This is an optimization exercise on Yosys and OpenROAD, whose aim is a short achievable clock period and few clock cycles, not a production implementation. Only simulation tests tie the RTL to the original design; equivalence was not proved. Power is estimated from default activity; no workload was simulated.

<file path="design/flow/run.sh">
#!/bin/bash
# synth_recipe.tcl (not shown) runs the flow's synth.tcl, then flattens the netlist and writes it again
# the make line also repeats each setting of config.mk as NAME=value (left out here)
make -C /OpenROAD-flow-scripts/flow DESIGN_CONFIG=/design/flow/config.mk WORK_HOME=/design/flow/orfs CLKGATE_MAP_FILE= SYNTH_SCRIPT=/design/flow/synth_recipe.tcl finish
</file>
<file path="design/flow/config.mk">
export PLATFORM = sky130hd
export DESIGN_NAME = goemu_core
export DESIGN_NICKNAME = goemu_core
export VERILOG_FILES = /design/flow/design.v
export SDC_FILE = /design/flow/constraint.sdc
export NUM_CORES = 4
export LEC_CHECK = 0
export CAP_MARGIN = 20
export CORE_MARGIN = 2
export CORE_UTILIZATION = 30
export PLACE_DENSITY = 0.5
export SLEW_MARGIN = 20
</file>
<file path="design/flow/constraint.sdc">
create_clock -name core_clock -period 13.0 [get_ports {clk}]
set_input_delay 2.6000 -clock core_clock [delete_from_list [all_inputs] [get_ports {clk}]]
set_output_delay 2.6000 -clock core_clock [all_outputs]
set_load 0.01 [all_outputs]
</file>
<file path="design/flow/design.v">
module goemu_core #(
    parameter [31:0] MEM_SIZE = 32'd46416
) (
    input  wire        clk,
    input  wire        rst,           
    output reg         mem_valid,
    output reg         mem_we,
    output reg  [13:0] mem_addr,      
    output reg  [3:0]  mem_wstrb,
    output reg  [31:0] mem_wdata,
    input  wire        mem_ready,
    input  wire [31:0] mem_rdata,
    output wire        halted,
    output wire        faulted,
    output wire [1:0]  fault_cause,   
    output wire [31:0] pc_out,
    input  wire [4:0]  dbg_raddr,
    output wire [31:0] dbg_rdata
);
    localparam [1:0] F_NONE = 2'd0, F_UNKNOWN = 2'd1, F_UNALIGNED = 2'd2, F_OOB = 2'd3;
    reg        stopped;           
    reg        halt_r;
    reg [1:0]  cause_r;
    reg [31:0] stop_pc;
    reg [31:0] regs [1:31];
    reg        ex_valid;
    reg [31:0] ir;
    reg [31:0] ex_pc;
    reg [31:0] ex_pc4;
    reg [31:0] ex_tgt;            
    reg [31:0] ex_imm;            
    reg        ex_pred;           
    reg        ex_fmis, ex_foob;  
    reg        ex_ill;            
    reg        ex_ecall;          
    reg        ex_lui, ex_auipc, ex_link, ex_jalr, ex_br, ex_ld, ex_st, ex_alu, ex_op;
    reg        ex_wr;             
    reg [31:0] nf_pc;
    reg        mem_busy;
    reg        m_store;
    reg [13:0] m_addr;
    reg [3:0]  m_strb;
    reg [31:0] m_wdata;
    reg [4:0]  m_rd;
    reg [2:0]  m_f3;
    reg [1:0]  m_lane;
    assign halted      = halt_r | (!stopped && ex_valid && !mem_busy && ex_ecall && !ex_fmis && !ex_foob);
    assign faulted     = (cause_r != F_NONE);
    assign fault_cause = cause_r;
    assign pc_out      = stopped ? stop_pc : ex_pc;
    assign dbg_rdata   = (dbg_raddr == 5'd0) ? 32'd0 : regs[dbg_raddr];
    wire [31:0] f_pc = ex_valid ? (ex_pred ? ex_tgt : ex_pc4) : nf_pc;
    always @(*) begin
        mem_valid = !stopped;
        mem_we    = mem_busy & m_store;
        mem_addr  = mem_busy ? m_addr : f_pc[15:2];
        mem_wstrb = m_strb;
        mem_wdata = m_wdata;
    end
    wire [31:0] d = mem_rdata;
    wire [6:0]  d_opc = d[6:0];
    wire [2:0]  d_f3  = d[14:12];
    wire [6:0]  d_f7  = d[31:25];
    wire d_lui    = (d_opc == 7'b0110111);
    wire d_auipc  = (d_opc == 7'b0010111);
    wire d_jal    = (d_opc == 7'b1101111);
    wire d_jalr   = (d_opc == 7'b1100111);
    wire d_br     = (d_opc == 7'b1100011);
    wire d_ld     = (d_opc == 7'b0000011);
    wire d_st     = (d_opc == 7'b0100011);
    wire d_opimm  = (d_opc == 7'b0010011);
    wire d_op     = (d_opc == 7'b0110011);
    wire d_fence  = (d_opc == 7'b0001111);
    wire d_sys    = (d_opc == 7'b1110011);
    wire d_ecall  = (d == 32'h00000073) || (d == 32'h00100073);
    reg d_legal;
    always @(*) begin
        case (1'b1)
            d_lui, d_auipc, d_jal: d_legal = 1'b1;
            d_jalr:   d_legal = (d_f3 == 3'b000);
            d_br:     d_legal = (d_f3 != 3'b010) && (d_f3 != 3'b011);
            d_ld:     d_legal = (d_f3 == 3'b000) || (d_f3 == 3'b001) || (d_f3 == 3'b010) ||
                                (d_f3 == 3'b100) || (d_f3 == 3'b101);
            d_st:     d_legal = (d_f3 == 3'b000) || (d_f3 == 3'b001) || (d_f3 == 3'b010);
            d_opimm:  d_legal = (d_f3 == 3'b001) ? (d_f7 == 7'b0000000) :
                                (d_f3 == 3'b101) ? ((d_f7 == 7'b0000000) || (d_f7 == 7'b0100000)) :
                                1'b1;
            d_op:     d_legal = (d_f7 == 7'b0000000) ||
                                ((d_f7 == 7'b0100000) && ((d_f3 == 3'b000) || (d_f3 == 3'b101)));
            d_fence:  d_legal = (d_f3 == 3'b000);
            d_sys:    d_legal = d_ecall;
            default:  d_legal = 1'b0;
        endcase
    end
    wire [31:0] d_imm_i = {{20{d[31]}}, d[31:20]};
    wire [31:0] d_imm_s = {{20{d[31]}}, d[31:25], d[11:7]};
    wire [31:0] d_imm_b = {{19{d[31]}}, d[31], d[7], d[30:25], d[11:8], 1'b0};
    wire [31:0] d_imm_u = {d[31:12], 12'd0};
    wire [31:0] d_imm_j = {{11{d[31]}}, d[31], d[19:12], d[20], d[30:21], 1'b0};
    wire [31:0] d_imm   = d_st ? d_imm_s : (d_lui | d_auipc) ? d_imm_u : d_imm_i;
    wire [31:0] d_toff  = d_jal ? d_imm_j : d_auipc ? d_imm_u : d_imm_b;
    wire [31:0] d_tgt   = f_pc + d_toff;
    wire        d_pred  = d_jal | (d_br & d[31]);
    wire        d_wr    = (d_lui | d_auipc | d_jal | d_jalr | d_ld | d_opimm | d_op) && (d[11:7] != 5'd0);
    wire        f_mis   = (f_pc[1:0] != 2'b00);
    wire        f_oob   = (f_pc >= MEM_SIZE);
    wire [4:0]  rd  = ir[11:7];
    wire [2:0]  f3  = ir[14:12];
    wire [4:0]  rs1 = ir[19:15];
    wire [4:0]  rs2 = ir[24:20];
    wire [31:0] rv1 = (rs1 == 5'd0) ? 32'd0 : regs[rs1];
    wire [31:0] rv2 = (rs2 == 5'd0) ? 32'd0 : regs[rs2];
    wire [31:0] sum_i = rv1 + ex_imm;
    wire [31:0] alu_b = ex_op ? rv2 : ex_imm;
    wire [4:0]  shamt = alu_b[4:0];
    wire        sub   = ex_op & ir[30];
    wire [31:0] addsub = sub ? (rv1 - rv2) : (ex_op ? rv1 + rv2 : sum_i);
    reg [31:0] alu_out;
    always @(*) begin
        case (f3)
            3'b000: alu_out = addsub;
            3'b001: alu_out = rv1 << shamt;
            3'b010: alu_out = {31'd0, $signed(rv1) < $signed(alu_b)};
            3'b011: alu_out = {31'd0, rv1 < alu_b};
            3'b100: alu_out = rv1 ^ alu_b;
            3'b101: alu_out = ir[30] ? $unsigned($signed(rv1) >>> shamt) : rv1 >> shamt;
            3'b110: alu_out = rv1 | alu_b;
            default: alu_out = rv1 & alu_b;
        endcase
    end
    wire [31:0] ex_res = ex_alu   ? alu_out :
                         ex_lui   ? ex_imm  :
                         ex_auipc ? ex_tgt  : ex_pc4;
    reg taken;
    always @(*) begin
        case (f3)
            3'b000:  taken = (rv1 == rv2);
            3'b001:  taken = (rv1 != rv2);
            3'b100:  taken = ($signed(rv1) < $signed(rv2));
            3'b101:  taken = ($signed(rv1) >= $signed(rv2));
            3'b110:  taken = (rv1 < rv2);
            default: taken = (rv1 >= rv2);
        endcase
    end
    wire        ea_mis = (f3[1:0] == 2'b01) ? sum_i[0] :
                         (f3[1:0] == 2'b10) ? (sum_i[1:0] != 2'b00) : 1'b0;
    wire        ea_oob = (sum_i >= MEM_SIZE);
    wire        ex_go    = !stopped && ex_valid && !mem_busy;
    wire        ex_ffault = ex_fmis | ex_foob;
    wire        ex_dfault = ex_ffault | ex_ill;           
    wire        ex_ls    = ex_ld | ex_st;
    wire        ex_stop  = ex_dfault | ex_ecall | (ex_ls & (ea_mis | ea_oob));
    wire        br_wrong = ex_br & (taken != ex_pred);
    wire        redirect = ex_jalr | br_wrong;
    wire [31:0] fix_pc   = ex_jalr ? {sum_i[31:1], 1'b0} : (taken ? ex_tgt : ex_pc4);
    wire [31:0] st_data = (f3[1:0] == 2'b00) ? {4{rv2[7:0]}} :
                          (f3[1:0] == 2'b01) ? {2{rv2[15:0]}} : rv2;
    wire [3:0]  st_strb = (f3[1:0] == 2'b00) ? (4'b0001 << sum_i[1:0]) :
                          (f3[1:0] == 2'b01) ? (4'b0011 << sum_i[1:0]) : 4'b1111;
    wire [31:0] ld_shift = mem_rdata >> {m_lane, 3'b000};
    reg  [31:0] load_val;
    always @(*) begin
        case (m_f3)
            3'b000:  load_val = {{24{ld_shift[7]}}, ld_shift[7:0]};
            3'b001:  load_val = {{16{ld_shift[15]}}, ld_shift[15:0]};
            3'b100:  load_val = {24'd0, ld_shift[7:0]};
            3'b101:  load_val = {16'd0, ld_shift[15:0]};
            default: load_val = ld_shift;
        endcase
    end
    wire        ld_wb    = !stopped && mem_busy && !m_store && mem_ready;
    wire        rf_we    = ld_wb || (ex_go && ex_wr && !ex_ld && !ex_dfault);
    wire [4:0]  rf_wa    = mem_busy ? m_rd : rd;
    wire [31:0] rf_wd    = mem_busy ? load_val : ex_res;
    integer i;
    always @(posedge clk) begin
        if (rst) begin
            for (i = 1; i < 32; i = i + 1)
                regs[i] <= 32'd0;
        end else if (rf_we) begin
            regs[rf_wa] <= rf_wd;
        end
    end
    wire        st_hits_ex = m_store && ex_valid && (ex_pc[31:16] == 16'd0) && (ex_pc[15:2] == m_addr);
    always @(posedge clk) begin
        if (rst) begin
            stopped  <= 1'b0;
            halt_r   <= 1'b0;
            cause_r  <= F_NONE;
            stop_pc  <= 32'd0;
            ex_valid <= 1'b0;
            nf_pc    <= 32'd0;
            mem_busy <= 1'b0;
        end else if (!stopped) begin
            if (mem_busy) begin
                if (mem_ready) begin
                    mem_busy <= 1'b0;
                    if (st_hits_ex) begin
                        ex_valid <= 1'b0;
                        nf_pc    <= ex_pc;
                    end
                end
            end else begin
                if (ex_valid && ex_stop) begin
                    stopped <= 1'b1;
                    stop_pc <= ex_pc;
                    if (ex_fmis)      cause_r <= F_UNALIGNED;
                    else if (ex_foob) cause_r <= F_OOB;
                    else if (ex_ill)  cause_r <= F_UNKNOWN;
                    else if (ex_ecall) halt_r <= 1'b1;
                    else if (ea_mis)  cause_r <= F_UNALIGNED;
                    else              cause_r <= F_OOB;
                end
                if (ex_valid && ex_ls && !ex_stop)
                    mem_busy <= 1'b1;
                if (ex_valid && redirect) begin
                    ex_valid <= 1'b0;
                    nf_pc    <= fix_pc;
                end else if (mem_ready) begin
                    ex_valid <= 1'b1;
                end else begin
                    ex_valid <= 1'b0;
                    nf_pc    <= f_pc;
                end
            end
        end
    end
    wire capture = !mem_busy && mem_ready;
    always @(posedge clk) begin
        if (capture) begin
            ir       <= d;
            ex_pc    <= f_pc;
            ex_pc4   <= f_pc + 32'd4;
            ex_tgt   <= d_tgt;
            ex_imm   <= d_imm;
            ex_pred  <= d_pred;
            ex_fmis  <= f_mis;
            ex_foob  <= f_oob;
            ex_ill   <= !d_legal;
            ex_ecall <= d_ecall;
            ex_lui   <= d_lui;
            ex_auipc <= d_auipc;
            ex_link  <= d_jal | d_jalr;
            ex_jalr  <= d_jalr;
            ex_br    <= d_br;
            ex_ld    <= d_ld;
            ex_st    <= d_st;
            ex_alu   <= d_opimm | d_op;
            ex_op    <= d_op;
            ex_wr    <= d_wr;
        end
    end
    always @(posedge clk) begin
        if (!mem_busy) begin
            m_store <= ex_st;
            m_addr  <= sum_i[15:2];
            m_strb  <= ex_st ? st_strb : 4'b0000;
            m_wdata <= st_data;
            m_rd    <= rd;
            m_f3    <= f3;
            m_lane  <= sum_i[1:0];
        end
    end
endmodule
</file>
==> results of run 1 <==
-- path summary, 6_finish.rpt --
check	end	slack [ns]	depth (start not counted)
min	stop_pc[12]$_SDFFE_PP0P_	0.46	2
max	dbg_rdata[2]	3.73	7
max reg2reg	regs[6][30]$_SDFFCE_PN0P_	3.95	21
min reg2reg	stop_pc[12]$_SDFFE_PP0P_	0.46	2
-- cell usage after synthesis, types with 27 or more instances --
cell type,count,area [sq um]
buf_1,94,353
buf_6,33,372
edfxtp_1,1238,37200
o21a_1,40,300
o21bai_1,27,203
nor3_1,272,1360
dfxtp_1,85,1700
buf_4,55,413
and2_1,43,269
a211oi_1,96,721
clkbuf_1,403,1510
mux2i_1,506,5060
buf_2,146,731
inv_1,218,818
nor2_1,1152,4320
nand2_1,502,1880
nor2b_1,51,319
xnor2_1,83,727
ha_1,227,2840
nand3_1,98,490
o211ai_1,76,571
mux2_2,87,980
a21oi_1,329,1650
nand4_1,42,263
mux4_2,815,18400
nor4_1,29,181
a31oi_1,42,263
nor2_2,31,194
nand2b_1,45,282
a22oi_1,87,653
a21o_1,112,841
and3_1,38,238
o21ai_0,260,1300
-- power groups by stage --
| stage | Sequential [W] | Combinational (W) | Clock, W |
|---|---|---|---|
| 6_report | 0.00525 | 0.00568 | 0.00473 |
| 5_1_grt | 0.00527 | 0.00587 | 0.00491 |
| 3_3_place_gp | 0.00531 | 0.00548 | 0 |
| 3_5_place_dp | 0.00532 | 0.00549 | 0 |
| 4_1_cts | 0.00524 | 0.00551 | 0.00477 |
| 2_1_floorplan | 0.00521 | 0.00331 | 0 |
-- cell type report --
type / count / area, sq um / area share [%]
Multi-Input combinational cell: 5564 / 49100 / 47.4
Sequential cell: 1323 / 38900 / 37.6
Tap cell: 4100 / 5130 / 4.96
Clock buffer: 212 / 4440 / 4.29
Timing Repair Buffer: 476 / 4110 / 3.97
Clock inverter: 81 / 885 / 0.855
Inverter: 234 / 885 / 0.855
Antenna cell: 12 / 30.0 / 0.0290
-- layer usage --
metal	share of wire [%]	routed length, um	up-vias	GRT usage [%]
met5	0.024	109	-	0
met2	42	193000	5880	41.8
met3	13	57600	1183	8.27
li1	-	-	30100	-
met4	6.4	29200	16	15.6
met1	38	175000	39100	37.6
-- critical path: stages --
cell,delay [ns]
buf_8,0.61
buf_4,0.99
mux4_2,0.43
mux4_2,0.50
mux2i_1,0.79
nor2_1,0.11
clkdlybuf4s50_1,0.52
-- kinds of logic after synthesis --
family | after synthesis
fa+ha+maj | 231
compound gates | 1428
buf+inv | 970
mux | 1410
flops | 1323
xor+xnor | 104
simple gates | 2391
-- placed cells by master (no fill, tap or decap), drive strengths merged, types with 21 or more instances in the layout --
cell type / synthesis / final
o31ai: 26 / 26
nor2: 1183 / 1183
nand3: 100 / 100
a211oi: 99 / 99
nor3: 272 / 272
nand2b: 45 / 45
o21ai: 276 / 276
a31oi: 43 / 43
and3: 38 / 38
o21a: 40 / 40
o211ai: 77 / 77
nand4: 43 / 43
mux2i: 507 / 507
dfxtp: 85 / 85
mux2: 87 / 87
nor4: 30 / 30
xor2: 21 / 21
edfxtp: 1238 / 1238
inv: 231 / 238
and2: 46 / 46
ha: 227 / 227
nand2: 503 / 503
o21bai: 27 / 27
buf: 330 / 322
a21oi: 331 / 331
a22oi: 88 / 88
clkdlybuf4s50: 0 / 154
o22ai: 21 / 21
clkinv: 3 / 55
xnor2: 83 / 83
mux4: 816 / 816
nor2b: 51 / 51
clkbuf: 406 / 212
a21o: 112 / 112
-- per-stage QoR --
| step | cells | utilization, % |
|---|---|---|
| 3_3_place_gp | 11700 | 32.1 |
| 5_1_grt | 12000 | 33.9 |
| 6_report | 12000 | 33.9 |
| 3_5_place_dp | 11700 | 32.2 |
| 2_1_floorplan | 7857 | - |
| 4_1_cts | 12000 | 33.9 |
-- registers in the layout, summed over array words and instances, names as in the netlist, 3 cells and up, named ones only --
signal / flops
ex_imm: 32
stop_pc: 32
m_f3: 3
ir: 19
m_strb: 4
ex_pc4: 30
ex_tgt: 31
m_wdata: 32
ex_pc: 32
nf_pc: 32
m_addr: 14
m_rd: 5
regs: 1024
==> run notes, run 1 <==
- Outcome: complete, no violations
- Final setup margin: 3.73 ns
- Die Wd: 557 um
- Register bit total from synthesis: 1,323
- Clock Latency Late Sink: 0.88 ns
- CTS Hold Bufs: 0
- Layout area overhead: 12.7%
- Cell Int Power: 0.00964 W
- Hold path start: stop_pc[12]$_SDFFE_PP0P_
- Hold Vio Cnt, Final: 0
- Post-synthesis compound-gate area fraction: 10.7%
- DP HPWL: 295 mm
- Combinational power share: 36.3%
- Die ar.: 310,000 sq um
- H-tree levels: 4
- Max Buffers Root-to-Sink: 4
- Final instance area: 103,000 sq um
- # setup viols final: 0
- Clock Pin Slew Worst Setup and Hold Paths: 0.06 ns
- Synth warnings: 1
- Dpl cell area: 98,100 sq um
- Core Area: 305,000 sq um
- Ports: 160
- Post-route DRC: 0
- Antenna-violating nets left: 0
- Worst min path class: flip-flop to flip-flop
- Layout cell share with drive strength beyond 1: 21.4%
- Post-CTS setup buffers: 0
- Die H: 557 um
- Worst Path Required: 10.40 ns
- Fmax: 108 MHz
- CP endpoint kind: output pin
- Minimum clock period: 9.27 ns
- Largest net degree at the start of global routing: 120
- CP Class: primary input to output pin
- Net Sw Frac: 38.4%
- Pwr dens: 151 nW/um^2
- CTS Buf Count: 167
- CTS resizes: 0
- Nature of the critical path startpoint: primary input
- Sequential power share: 33.5%
- Unrepaired setup endpoints after global routing: false
- GRT Util Overall: 28.5%
- Mapped Area: 91,800 sq um
- Num rows: 203
- Wire per inst: 37.9 um
- Dpl ws: 3.76 ns
- WL final: 454 mm
- VDD IR max: 0.110 mV
- Max-cap violations: 0
- Via/cell ratio: 6.36
- First-pass detailed-route iteration total: 8
- Clock share of power: 30.2%
- Final RePlAce weighted congestion: 1.02
- Gate Count Post-Synth: 7,857
- Worst Setup SP: dbg_raddr[1]
- Average cell area after synthesis: 11.7 sq um
- Sequential element share of the synthesized area: 42.4%
- Most used DFF post-synth: edfxtp_1
- Critical path data arrival time: 6.67 ns
- CTS tree: done
- Tightest Pin Transition: 1.27 ns
- Clk root buf: clkbuf_16
- CTS Sinks: 1,323
- Total grt overflow: 0
- Net count, final: 8,037
- Via count: 76,300
- Ys async rst share: 0%
- Main combinational cell family by area after synthesis: multiplexers
- Filler cell count: 30,100
- First-pass GRT wire length: 614 mm
- Post-synthesis mux area share: 26.6%
- Crit share post-route: 71.3%
- Number of DRC markers in iteration 0: 12,700
- Max Slew Vio Count: 0
- Area share of fa/ha/maj cells after synthesis: 3.18%
- Worst Clk Skew: 0.110 ns
- Initial antenna violation count: 32
- Switching Power: 0.00601 W
- Number of library cell types mapped by synthesis: 116
- IO buf count: 159
- Vias in the first global route: 72,600
- Initial Util: 30.1%
- Hold slack: 0.455 ns
- Power Total: 0.0157 W
- Synth Area in Simple Gates: 11.4%
- Post-synth EDFFs: 1,238
- Synth Net Count: 8,128
- Post-synthesis xor/xnor area fraction: 0.992%
- CP Max Fanout: 88
- Slew HR: 14.2%
- Setup TNS: 0 ns
- P_leak: 37.4 nW
Testbench counts, summed over its fixed seeds: cycles 84,243.
==> inputs of run 2 (changes only) <==
--- a/design/flow/design.v
+++ b/design/flow/design.v
@@ -30,9 +30,9 @@
     reg [31:0] ex_tgt;            
     reg [31:0] ex_imm;            
-    reg        ex_pred;           
+    reg [31:0] opa, opb;          
     reg        ex_fmis, ex_foob;  
     reg        ex_ill;            
     reg        ex_ecall;          
-    reg        ex_lui, ex_auipc, ex_link, ex_jalr, ex_br, ex_ld, ex_st, ex_alu, ex_op;
+    reg        ex_lui, ex_auipc, ex_jal, ex_jalr, ex_br, ex_ld, ex_st, ex_alu, ex_op;
     reg        ex_wr;             
     reg [31:0] nf_pc;
@@ -43,4 +43,5 @@
     reg [31:0] m_wdata;
     reg [4:0]  m_rd;
+    reg        m_wr;              
     reg [2:0]  m_f3;
     reg [1:0]  m_lane;
@@ -49,6 +50,13 @@
     assign fault_cause = cause_r;
     assign pc_out      = stopped ? stop_pc : ex_pc;
-    assign dbg_rdata   = (dbg_raddr == 5'd0) ? 32'd0 : regs[dbg_raddr];
-    wire [31:0] f_pc = ex_valid ? (ex_pred ? ex_tgt : ex_pc4) : nf_pc;
+    reg [31:0] dbg_or;
+    integer k;
+    always @(*) begin
+        dbg_or = 32'd0;
+        for (k = 1; k < 32; k = k + 1)
+            dbg_or = dbg_or | ({32{dbg_raddr == k}} & regs[k]);
+    end
+    assign dbg_rdata = dbg_or;
+    wire [31:0] f_pc;
     always @(*) begin
         mem_valid = !stopped;
@@ -101,5 +109,4 @@
     wire [31:0] d_toff  = d_jal ? d_imm_j : d_auipc ? d_imm_u : d_imm_b;
     wire [31:0] d_tgt   = f_pc + d_toff;
-    wire        d_pred  = d_jal | (d_br & d[31]);
     wire        d_wr    = (d_lui | d_auipc | d_jal | d_jalr | d_ld | d_opimm | d_op) && (d[11:7] != 5'd0);
     wire        f_mis   = (f_pc[1:0] != 2'b00);
@@ -109,6 +116,6 @@
     wire [4:0]  rs1 = ir[19:15];
     wire [4:0]  rs2 = ir[24:20];
-    wire [31:0] rv1 = (rs1 == 5'd0) ? 32'd0 : regs[rs1];
-    wire [31:0] rv2 = (rs2 == 5'd0) ? 32'd0 : regs[rs2];
+    wire [31:0] rv1 = opa;
+    wire [31:0] rv2 = opb;
     wire [31:0] sum_i = rv1 + ex_imm;
     wire [31:0] alu_b = ex_op ? rv2 : ex_imm;
@@ -151,7 +158,7 @@
     wire        ex_ls    = ex_ld | ex_st;
     wire        ex_stop  = ex_dfault | ex_ecall | (ex_ls & (ea_mis | ea_oob));
-    wire        br_wrong = ex_br & (taken != ex_pred);
-    wire        redirect = ex_jalr | br_wrong;
-    wire [31:0] fix_pc   = ex_jalr ? {sum_i[31:1], 1'b0} : (taken ? ex_tgt : ex_pc4);
+    assign f_pc = !ex_valid ? nf_pc :
+                  (ex_jal | (ex_br & taken)) ? ex_tgt :
+                  ex_jalr ? {sum_i[31:1], 1'b0} : ex_pc4;
     wire [31:0] st_data = (f3[1:0] == 2'b00) ? {4{rv2[7:0]}} :
                           (f3[1:0] == 2'b01) ? {2{rv2[15:0]}} : rv2;
@@ -169,5 +176,5 @@
         endcase
     end
-    wire        ld_wb    = !stopped && mem_busy && !m_store && mem_ready;
+    wire        ld_wb    = !stopped && mem_busy && m_wr && mem_ready;
     wire        rf_we    = ld_wb || (ex_go && ex_wr && !ex_ld && !ex_dfault);
     wire [4:0]  rf_wa    = mem_busy ? m_rd : rd;
@@ -214,8 +221,5 @@
                 if (ex_valid && ex_ls && !ex_stop)
                     mem_busy <= 1'b1;
-                if (ex_valid && redirect) begin
-                    ex_valid <= 1'b0;
-                    nf_pc    <= fix_pc;
-                end else if (mem_ready) begin
+                if (mem_ready) begin
                     ex_valid <= 1'b1;
                 end else begin
@@ -234,5 +238,4 @@
             ex_tgt   <= d_tgt;
             ex_imm   <= d_imm;
-            ex_pred  <= d_pred;
             ex_fmis  <= f_mis;
             ex_foob  <= f_oob;
@@ -241,5 +244,5 @@
             ex_lui   <= d_lui;
             ex_auipc <= d_auipc;
-            ex_link  <= d_jal | d_jalr;
+            ex_jal   <= d_jal;
             ex_jalr  <= d_jalr;
             ex_br    <= d_br;
@@ -251,4 +254,14 @@
         end
     end
+    wire [4:0]  rs1_sel = mem_busy ? rs1 : d[19:15];
+    wire [4:0]  rs2_sel = mem_busy ? rs2 : d[24:20];
+    wire [31:0] rf_rd1  = (rs1_sel == 5'd0) ? 32'd0 : regs[rs1_sel];
+    wire [31:0] rf_rd2  = (rs2_sel == 5'd0) ? 32'd0 : regs[rs2_sel];
+    wire [31:0] opa_n   = (rf_we && rf_wa == rs1_sel) ? rf_wd : rf_rd1;
+    wire [31:0] opb_n   = (rf_we && rf_wa == rs2_sel) ? rf_wd : rf_rd2;
+    always @(posedge clk) begin
+        opa <= opa_n;
+        opb <= opb_n;
+    end
     always @(posedge clk) begin
         if (!mem_busy) begin
@@ -258,4 +271,5 @@
             m_wdata <= st_data;
             m_rd    <= rd;
+            m_wr    <= ex_ld && (rd != 5'd0);
             m_f3    <= f3;
             m_lane  <= sum_i[1:0];
==> design/flow/flow/run.sh (new file) <==
#!/bin/bash
set -euo pipefail
bash standard.sh SETUP_SLACK_MARGIN=6.5 finish > standard_flow.log 2>&1
==> design/flow/standard.sh (new file) <==
#!/bin/bash
# synth_recipe.tcl (not shown) runs the flow's synth.tcl, then flattens the netlist and writes it again
# the make line also repeats each setting of config.mk as NAME=value (left out here)
make -C /OpenROAD-flow-scripts/flow DESIGN_CONFIG=/design/flow/config.mk WORK_HOME=/design/flow/orfs CLKGATE_MAP_FILE= SYNTH_SCRIPT=/design/flow/synth_recipe.tcl "${@:-finish}"
--- a/design/flow/config.mk
+++ b/design/flow/config.mk
@@ -6,7 +6,7 @@
 export NUM_CORES = 4
 export LEC_CHECK = 0
-export CAP_MARGIN = 20
+export CAP_MARGIN = 40
 export CORE_MARGIN = 2
 export CORE_UTILIZATION = 30
 export PLACE_DENSITY = 0.5
-export SLEW_MARGIN = 20
+export SLEW_MARGIN = 30
removed: design/flow/run.sh
==> run notes, run 2 <==
- Switching Power: 0.00505 W (-16%)
- Number of DRC markers in iteration 0: 16,500 (+30%)
- H-tree levels: 4 (unchanged)
- Most used DFF post-synth: edfxtp_1
- Core Area: 296,000 sq um (-2.9%)
- CTS Sinks: 1,378 (+4.2%)
- CP Class: primary input to output pin
- VDD IR max: 0.121 mV (+10%)
- Mapped Area: 89,100 sq um (-2.9%)
- Cell taking the most area after synthesis: edfxtp_1
- Synth Net Count: 9,799 (+21%)
- P_leak: 41.5 nW (+11%)
- Ys async rst share: 0% (unchanged)
- Most common cell in the netlist: nand2_1
- Worst Clk Skew: 0.107 ns (-0.00333 ns)
- First-pass detailed-route iteration total: 9 (+1)
- Average cell area after synthesis: 9.35 sq um (-20%)
- Num rows: 200 (-1.5%)
- Layout cell share with drive strength beyond 1: 19.9% (-1.5 points)
- Pwr dens: 130 nW/um^2 (-14%)
- Unrepaired setup endpoints after global routing: true
- Die ar.: 301,000 sq um (-2.9%)
- Layout area overhead: 24.3%
- Nature of the critical path startpoint: primary input
- Tightest Pin Transition: 1.04 ns (-0.230 ns)
- Top cells by area, synth: edfxtp_1 42%, mux4_2 6.7%, nand2_1 6.7%
- Global-route met3 utilization: 11.6% (+3.3 points)
- Slew HR: 29.7% (+15 points)
- Top Usage Layer GRT: met2
- Ports: 160 (unchanged)
- Clk root buf: clkbuf_16
- CTS Buf Count: 172 (+3.0%)
- M2 GR Usage: 48.2% (+6.4 points)
- Antenna-violating nets left: 0 (unchanged)
- Max-cap violations: 0 (unchanged)
- Clock Pin Slew Worst Setup and Hold Paths: 0.05 ns (about the same)
- Number of library cell types mapped by synthesis: 105 (-9.5%)
- Most flops, register: regs
- Commonest cells in the netlist: 1,601 x nand2_1, 1,398 x nor2_1, 1,239 x edfxtp_1, 733 x clkbuf_1, 445 x nand3_1
- Hold slack: 0.454 ns (-0.00128 ns)
- Initial Util: 30.1% (about the same)
- Die H: 549 um (-1.4%)
- WL final: 531 mm (+17%)
- First-pass GRT wire length: 708 mm (+15%)
- Sequential element share of the synthesized area: 44.9% (+2.5 points)
- # setup viols final: 0 (unchanged)
- CTS Hold Bufs: 0 (unchanged)
- Minimum clock period: 7.34 ns (-1.93 ns)
- Gate Count Post-Synth: 9,530 (+21%)
- M1 GR Usage: 42.6% (+5.0 points)
- Largest net degree at the start of global routing: 161 (+34%)
- Initial antenna violation count: 45 (+41%)
- Cell Int Power: 0.00934 W (-3.1%)
- Register bit total from synthesis: 1,378 (+4.2%)
- Commonest non-fill, non-tap cell in the layout: nand2_1
- Hold Vio Cnt, Final: 0 (unchanged)
- Clock Latency Late Sink: 0.92 ns (+0.04 ns)
- Dpl ws: 3.89 ns (+0.133 ns)
- Outcome: complete, no violations
- DP HPWL: 324 mm (+9.7%)
- Worst Path Required: 10.40 ns (about the same)
- Hold path depth: 2 (unchanged)
- Sequential power share: 37.5% (+4.0 points)
- Combinational power share: 28.3% (-8.0 points)
- CP Max Fanout: 8 (-91%)
- Net count, final: 10,100 (+26%)
- Total grt overflow: 0 (unchanged)
- Layout Cells excl Fill: 13,900 (+16%)
- GRT Util Overall: 33.6% (+5.1 points)
- Reg2Reg Depth: 51 (+140%)
- Post-route DRC: 0 (unchanged)
- Final setup margin: 5.66 ns (+1.93 ns)
- Max Buffers Root-to-Sink: 4 (unchanged)
- Net Sw Frac: 35.1% (-3.3 points)
- Crit share post-route: 56.4% (-15 points)
- Clock share of power: 34.2% (+4.0 points)
- Vias in the first global route: 82,700 (+14%)
- Placed insts: 13,100 (+12%)
- Synth warnings: 1 (unchanged)
- Fmax: 136 MHz (+26%)
- IO buf count: 159 (unchanged)
- Yosys top cell area share: 41.7% (+1.2 points)
- Post-synth EDFFs: 1,239 (+0.081%)
- Via count: 90,700 (+19%)
- Via/cell ratio: 6.52 (+2.6%)
- Largest register FFs: 1,024 (unchanged)
- Most frequent cells in the layout: 1,561 x nand2_1, 1,349 x nor2_1, 1,239 x edfxtp_1
- Setup TNS: 0 ns (unchanged)
- Wire per inst: 38.1 um (+0.66%)
- CTS tree: done
- Die Wd: 549 um (-1.4%)
- CP endpoint kind: output pin
- Final RePlAce weighted congestion: 0.988 (-3.3%)
- Max Slew Vio Count: 0 (unchanged)
- Power Total: 0.0144 W (-8.1%)
- Critical path data arrival time: 4.74 ns (-1.93 ns)
- Worst min path class: flip-flop to flip-flop
## run 2: what timing repair did
action / CTS / global route
cloned: 33 / 8
endpoints found under the setup margin: 75 / 131
buffers inserted: 283 / 109
pin swaps: 179 / 151
gates resized for setup: 716 / 186
## run 2: layout make-up
| type | count | area, sq um |
|---|---|---|
| repair inverters | 1 | 5.00 |
| repair buffers | 981 | 11100 |
| fillers | 29300 | 186000 |
| clock buffers | 217 | 4560 |
| inverters | 231 | 908 |
| well taps | 3939 | 4930 |
| multi-input cells | 7058 | 48100 |
| clock inverters | 84 | 906 |
| flip-flops and latches | 1378 | 40100 |
| diodes | 30 | 75.1 |
## run 2: critical path, cell delays in order
cell and delay (ns):
buf_12 0.12, buf_4 0.14, nand3_4 0.14, buf_12 0.12, nor2_4 0.06, buf_12 0.17, buf_6 0.15, a222oi_1 0.39
nand4_1 0.15, or3_4 0.49, buf_6 0.16
## run 2: metrics by stage
step | utilization, % | instance area, sq um
floorplan | - | 90200
global placement | 32.5 | 96200
detailed placement | 32.9 | 97600
CTS | 36.6 | 109000
global route | 37.4 | 111000
finish | 37.4 | 111000
## run 2: cell families (layout without fill, tap and decap cells)
kind of cell / count (synthesis) / count (layout) / synth area share [%]
mux: 557 / 558 / 10.1
fa+ha+maj: 230 / 230 / 3.26
other cells: 0 / 30 / 0
flops: 1378 / 1378 / 44.9
buf+inv: 1096 / 1514 / 4.73
xor+xnor: 131 / 131 / 1.29
compound gates: 2113 / 2113 / 16.5
simple gates: 4025 / 4026 / 19.3
## run 2: path summary, 6_finish.rpt
| check | start | endpoint | slack [ns] |
|---|---|---|---|
| worst max-delay path | dbg_raddr[4] | dbg_rdata[26] | 5.66 |
| worst min-delay path | nf_pc[24]$_SDFFE_PP0P_ | nf_pc[24]$_SDFFE_PP0P_ | 0.45 |
| worst max register to register | opb[5]$_DFF_P_ | nf_pc[10]$_SDFFE_PP0P_ | 5.71 |
| worst min register to register | nf_pc[24]$_SDFFE_PP0P_ | nf_pc[24]$_SDFFE_PP0P_ | 0.45 |
## run 2: per-layer routing
metal  vias up  part of all wire, %
li1      35800                    -
met1     44800                   37
met2      8029                   41
met3      2081                   14
met4        48                  7.9
met5         -                0.080
## run 2: power groups by stage
stage          Combinational (W)  Sequential (W)  Clock, W
2_1_floorplan            0.00197         0.00533         0
3_3_place_gp             0.00341         0.00545         0
3_5_place_dp             0.00346         0.00545         0
4_1_cts                  0.00375         0.00537   0.00494
5_1_grt                  0.00420         0.00540   0.00510
6_report                 0.00407         0.00539   0.00493
Testbench counts of run 2, summed over its fixed seeds: cycles 77,022.

-- port drivers added, routing unchanged --
The results above use ideal ports. As a check the final layouts listed here were re-extracted and re-timed, cells and wires unchanged. Step 1 sets driving cells, clkbuf_16 on the clock port and buf_2 on the other inputs (assumed; they add their load-dependent delay and slew). Step 2 adds t to the input delays and takes it off the output delays; t is the mean of the earliest and latest rising clock arrival at the registers after step 1. Input paths then give back, and output paths get back, about the clock's delay inside the block. a / b / c = ideal ports / drivers / drivers and shift; a / b = the first two.
run	t (ns)	setup WS [ns]	worst setup path after step 2	clock arrival spread, ns
run 1	0.937	3.730 / 3.672 / 3.672	input to output	0.110 / 0.110
run 2	0.980	5.664 / 5.588 / 5.202	input to register	0.107 / 0.107
After both steps setup and hold are still met in every run listed. The setup slack of run 2, which loses most, moves by -0.076 ns with the drivers and by -0.462 ns with both steps.
